Context: an optimization exercise on an open-source flow, tuned for small area. The choices shown serve that exercise and are no tape-out recipe.
In this exercise RTL edits were held to simulation tests only and were not proved equivalent to the original.
Power figures rest on the tool's default switching activity, not on a simulated workload.

==> trial 48: inputs <==
==> flow/design.v (excerpt) <==
module ccsds_framer (
    input  wire         clk,
    input  wire         rst,           
    input  wire         rx_valid,
    input  wire [1:0]   rx_kind,       
    input  wire [7:0]   rx_data,
    output wire         rx_ready,
    input  wire         stop_req,
    output wire         tx_valid,
    input  wire         tx_ready,
    input  wire         tx_open,
    output wire         tx_eos,
    output wire [2:0]   tx_version,
    output wire         tx_type,
    output wire         tx_shf,
    output wire [10:0]  tx_apid,
    output wire [1:0]   tx_seqflags,
    output wire [13:0]  tx_seqcnt,
    output wire [15:0]  tx_dlen,
    output wire [31:0]  tx_sh_week,
    output wire [31:0]  tx_sh_ms,
    output wire [5:0]   tx_ud_len,
    output wire [495:0] tx_ud,         
    output wire [15:0]  tx_checksum,
    output wire [2:0]   state,
    output wire [3:0]   err_cause,
    output wire [1:0]   err_phase,
    output wire [16:0]  err_count,
    output wire         done,
    output wire         fault
);
==> flow/config.mk <==
export PLATFORM = sky130hd
export DESIGN_NAME = ccsds_framer
export DESIGN_NICKNAME = ccsds_framer
export VERILOG_FILES = /design/flow/design.v
export SDC_FILE = /design/flow/constraint.sdc
export NUM_CORES = 4
export LEC_CHECK = 0
export CAP_MARGIN = 20
export CORE_MARGIN = 2
export CORE_UTILIZATION = 65
export PLACE_DENSITY = 0.72
export SLEW_MARGIN = 20
==> flow/constraint.sdc <==
create_clock -name core_clock -period 10.0 [get_ports {clk}]
set_input_delay 2.0000 -clock core_clock [delete_from_list [all_inputs] [get_ports {clk}]]
set_output_delay 2.0000 -clock core_clock [all_outputs]
set_load 0.01 [all_outputs]
standard.sh (not shown) runs the stock make flow with config.mk's settings and CLKGATE_MAP_FILE= SYNTH_SCRIPT=/design/flow/synth_recipe.tcl, a recipe that flattens the netlist after the stock synthesis.
==> flow/flow/run.sh <==
#!/bin/bash
# Standard ORFS layout (the standard.sh) with two changes:
#  - ports are buffered with the smallest buffer (buf_1)
#  - CTS uses clkbuf_8 and inserts no dummy loads
# make's full output goes to flow_make.log; ORFS keeps each tool's log under orfs/logs.
set -euo pipefail
cd "$(dirname "$0")/.."
bash standard.sh \
  "BUFFER_PORTS_ARGS=-buffer_cell sky130_fd_sc_hd__buf_1" \
  "CTS_ARGS=-sink_clustering_enable -repair_clock_nets -dont_use_dummy_load -buf_list {sky130_fd_sc_hd__clkbuf_8}" \
  finish > flow_make.log 2>&1
==> inputs of build 83, as changes to trial 48 <==
--- a/flow/design.v
+++ b/flow/design.v
@@ -57,17 +57,18 @@
     reg [5:0]  cnt;                
     reg [15:0] crc;
     reg        stop;
     reg [2:0]  e_cause;
     reg        e_body;             
-    reg        flag;               
+    reg        nz4;                
     reg [7:0]   r_h0, r_h1, r_h2, r_h3;
     reg [5:0]   r_dlen;
     reg [495:0] r_d;
+    reg [15:0]  r_ck;
     reg [W-1:0] f0, f1, f2, f3;
     reg [1:0]   wptr;
-    reg [3:0]   nsel;              
+    reg [3:0]   rsel;              
     reg [2:0]   count;
     wire closed = (st == S_STOP) || (st == S_FAULT);
     wire r_shf  = r_h0[3];
     wire in_hdr   = (st == S_HDR);
     wire in_body  = (st == S_BODY);
@@ -77,11 +78,11 @@
     wire   rx_byte  = rx_fire && (rx_kind == 2'd0);
     wire   pop      = tx_valid && tx_ready;
     wire [15:0] crc_in   = (in_hdr && boundary) ? 16'hFFFF : crc;
     wire [15:0] crc_next = crc_step(crc_in, rx_data);
     wire d_under  = r_shf ? (r_dlen < 6'd9) : (r_dlen == 6'd0);
-    wire d_ck_bad = !flag;
+    wire d_ck_bad = (crc != 16'h0000);
     wire full     = count[2];
     wire push     = (st == S_EMIT) && !d_under && !d_ck_bad && tx_open && !full;
     always @(posedge clk) begin
         if (rst) begin
             st      <= S_HDR;
@@ -98,11 +99,11 @@
                     st <= S_STOP;
                 end else if (rx_fire) begin
                     if (rx_kind == 2'd0) begin
                         if (cnt != 6'd5) begin
                             cnt <= cnt + 6'd1;
-                        end else if (flag || rx_data[7:6] != 2'b00) begin
+                        end else if (nz4 || rx_data[7:6] != 2'b00) begin
                             st      <= S_FAULT;
                             e_cause <= C_TOOLONG;
                         end else begin
                             cnt <= 6'd0;
                             st  <= S_BODY;
@@ -147,66 +148,57 @@
             end
             default: ;    
             endcase
         end
     end
-    wire ck_hi = in_body && (cnt == r_dlen - 6'd1);
-    wire ck_lo = in_body && (cnt == r_dlen);
-    always @(posedge clk) begin
-        if (rx_byte && !ck_hi && !ck_lo)
+    always @(posedge clk) begin
+        if (rx_byte)
             crc <= crc_next;
     end
     wire hdr_wr  = rx_byte && in_hdr;
     wire body_wr = rx_byte && in_body;
-    wire [7:0] dlo = 8'd1 << cnt[2:0];
-    wire [7:0] dhi = 8'd1 << cnt[5:3];
-    wire [7:0] wlo = dlo & {8{body_wr}};
-    wire [7:0] hlo = dlo & {8{hdr_wr && dhi[0]}};
-    always @(posedge clk) begin
-        if (hlo[0]) r_h0 <= rx_data;
-        if (hlo[1]) r_h1 <= rx_data;
-        if (hlo[2]) r_h2 <= rx_data;
-        if (hlo[3]) r_h3 <= rx_data;
-        if (hlo[4])
-            flag <= (rx_data != 8'h00);
-        else if (rx_byte && ck_hi)
-            flag <= (rx_data == crc[15:8]);
-        else if (rx_byte && ck_lo)
-            flag <= flag && (rx_data == crc[7:0]);
-        if (hlo[5]) r_dlen <= rx_data[5:0];
-    end
+    always @(posedge clk) begin
+        if (hdr_wr && cnt == 6'd0) r_h0 <= rx_data;
+        if (hdr_wr && cnt == 6'd1) r_h1 <= rx_data;
+        if (hdr_wr && cnt == 6'd2) r_h2 <= rx_data;
+        if (hdr_wr && cnt == 6'd3) r_h3 <= rx_data;
+        if (hdr_wr && cnt == 6'd4) nz4  <= (rx_data != 8'h00);
+        if (hdr_wr && cnt == 6'd5) r_dlen <= rx_data[5:0];
+        if (body_wr)               r_ck <= {r_ck[7:0], rx_data};
+    end
+    wire [63:0] dec = 64'd1 << cnt;
     genvar p;
     generate
         for (p = 0; p < 62; p = p + 1) begin : g_rd
-            localparam integer HS = (p < 54) ? (p / 8) + 1 : 0;
-            wire we = wlo[p % 8] && (r_shf ? dhi[HS] : dhi[p / 8]);
+            localparam integer PS = (p < 54) ? p + 8 : p - 54;
+            wire we = body_wr && (r_shf ? dec[PS] : dec[p]);
             always @(posedge clk)
                 if (we) r_d[8*p +: 8] <= rx_data;
         end
     endgenerate
-    wire [W-1:0] r_pkt = {crc, r_d, r_dlen, r_h3, r_h2, r_h1, r_h0};
+    wire [W-1:0] r_pkt = {r_ck, r_d, r_dlen, r_h3, r_h2, r_h1, r_h0};
     always @(posedge clk) begin
         if (push && wptr == 2'd0) f0 <= r_pkt;
         if (push && wptr == 2'd1) f1 <= r_pkt;
         if (push && wptr == 2'd2) f2 <= r_pkt;
         if (push && wptr == 2'd3) f3 <= r_pkt;
     end
     always @(posedge clk) begin
         if (rst) begin
             wptr  <= 2'd0;
-            nsel  <= 4'b1110;
+            rsel  <= 4'b0001;
             count <= 3'd0;
         end else begin
             if (push)
                 wptr <= wptr + 2'd1;
             if (pop)
-                nsel <= {nsel[2:0], nsel[3]};
+                rsel <= {rsel[2:0], rsel[3]};
             count <= count + {2'b00, push} - {2'b00, pop};
         end
     end
-    wire [W-1:0] head = ({W{nsel[0]}} | f0) & ({W{nsel[1]}} | f1) &
-                        ({W{nsel[2]}} | f2) & ({W{nsel[3]}} | f3);
+    wire [W-1:0] head = ({W{rsel[0]}} & f0) | ({W{rsel[1]}} & f1) |
+                        ({W{rsel[2]}} & f2) | ({W{rsel[3]}} & f3);
     wire [7:0]  h0   = head[7:0];
     wire [7:0]  h1   = head[15:8];
     wire [7:0]  h2   = head[23:16];
     wire [7:0]  h3   = head[31:24];
     wire [5:0]  dlen = head[37:32];
@@ -219,12 +211,12 @@
     assign tx_shf      = h0[3];
     assign tx_apid     = {h0[2:0], h1};
     assign tx_seqflags = h2[7:6];
     assign tx_seqcnt   = {h2[5:0], h3};
     assign tx_dlen     = {10'd0, dlen};
-    assign tx_sh_week  = {d[8*56 +: 8], d[8*57 +: 8], d[8*58 +: 8], d[8*59 +: 8]};
-    assign tx_sh_ms    = {d[8*60 +: 8], d[8*61 +: 8], d[8*54 +: 8], d[8*55 +: 8]};
+    assign tx_sh_week  = {d[8*54 +: 8], d[8*55 +: 8], d[8*56 +: 8], d[8*57 +: 8]};
+    assign tx_sh_ms    = {d[8*58 +: 8], d[8*59 +: 8], d[8*60 +: 8], d[8*61 +: 8]};
     assign tx_ud_len   = dlen - 6'd1 - {h0[3], 3'b000};
     assign tx_ud       = d;
     assign tx_checksum = ck;
     wire is_fault = (st == S_FAULT);
     wire ph_emit  = (e_cause == C_CHECKSUM) || (e_cause == C_CHCLOSED) ||
==> flow/run.sh (new file) <==
#!/bin/bash
# synth_recipe.tcl (not shown) runs the flow's synth.tcl, then flattens the netlist and writes it again
# the make line also repeats each setting of config.mk as NAME=value (left out here)
make -C /OpenROAD-flow-scripts/flow DESIGN_CONFIG=/design/flow/config.mk WORK_HOME=/design/flow/orfs CLKGATE_MAP_FILE= SYNTH_SCRIPT=/design/flow/synth_recipe.tcl finish
- CORE_UTILIZATION: 65 -> 40
- PLACE_DENSITY: 0.72 -> default
removed: flow/flow/run.sh
removed: flow/standard.sh
==> run notes <==
- Sequential power is about the same in build 83 and trial 48.
- Trial 48 produced a clean layout. Build 83 ran to the end with violations: max-slew violations.
- Between build 83 and trial 48, the lower routed wire length is in trial 48 (gap about 12%, measured against trial 48).
- In build 83 the final cell count is higher than in trial 48, by 18%.
- Against build 83, the clock power of trial 48 is lower by about 28%.
- In build 83 the non-clock buffer count is higher than in trial 48, by 24.
- In synthesized cell count, build 83 and trial 48 hardly differ.
- In trial 48 the cell area is smaller than in build 83, by about 9%.
- Of trial 48 and build 83, build 83 has the higher setup slack (gap 0.19 ns).
- Against build 83, the hold slack of trial 48 is worse by 0.031 ns.
- Of build 83 and trial 48, trial 48 has the higher first-iteration DRC count (gap 13%, measured against trial 48).

static timing again, ports no longer ideal:
No port has a modelled driver above. Below, the same layouts with a new extraction and two added sets of constraints. Step 1 (the two cells are an assumption about what drives the block):
set clk [get_ports {clk}]
set_driving_cell -lib_cell sky130_fd_sc_hd__clkbuf_16 $clk
set_driving_cell -lib_cell sky130_fd_sc_hd__buf_2 [delete_from_list [all_inputs] $clk]
Step 2, shift: input delay + t, output delay - t, t = (earliest + latest rising clock arrival at the registers) / 2. This alone moves slack from input paths to output paths. Slacks: ideal ports / drivers / drivers and shift; pairs: ideal ports / drivers.
run	shift t [ns]	slack for setup (ns)	worst slew at a driven data input, ns
trial 48	1.086	3.483 / 3.395 / 4.338	0.10
build 83	0.991	3.672 / 3.587 / 4.194	0.21
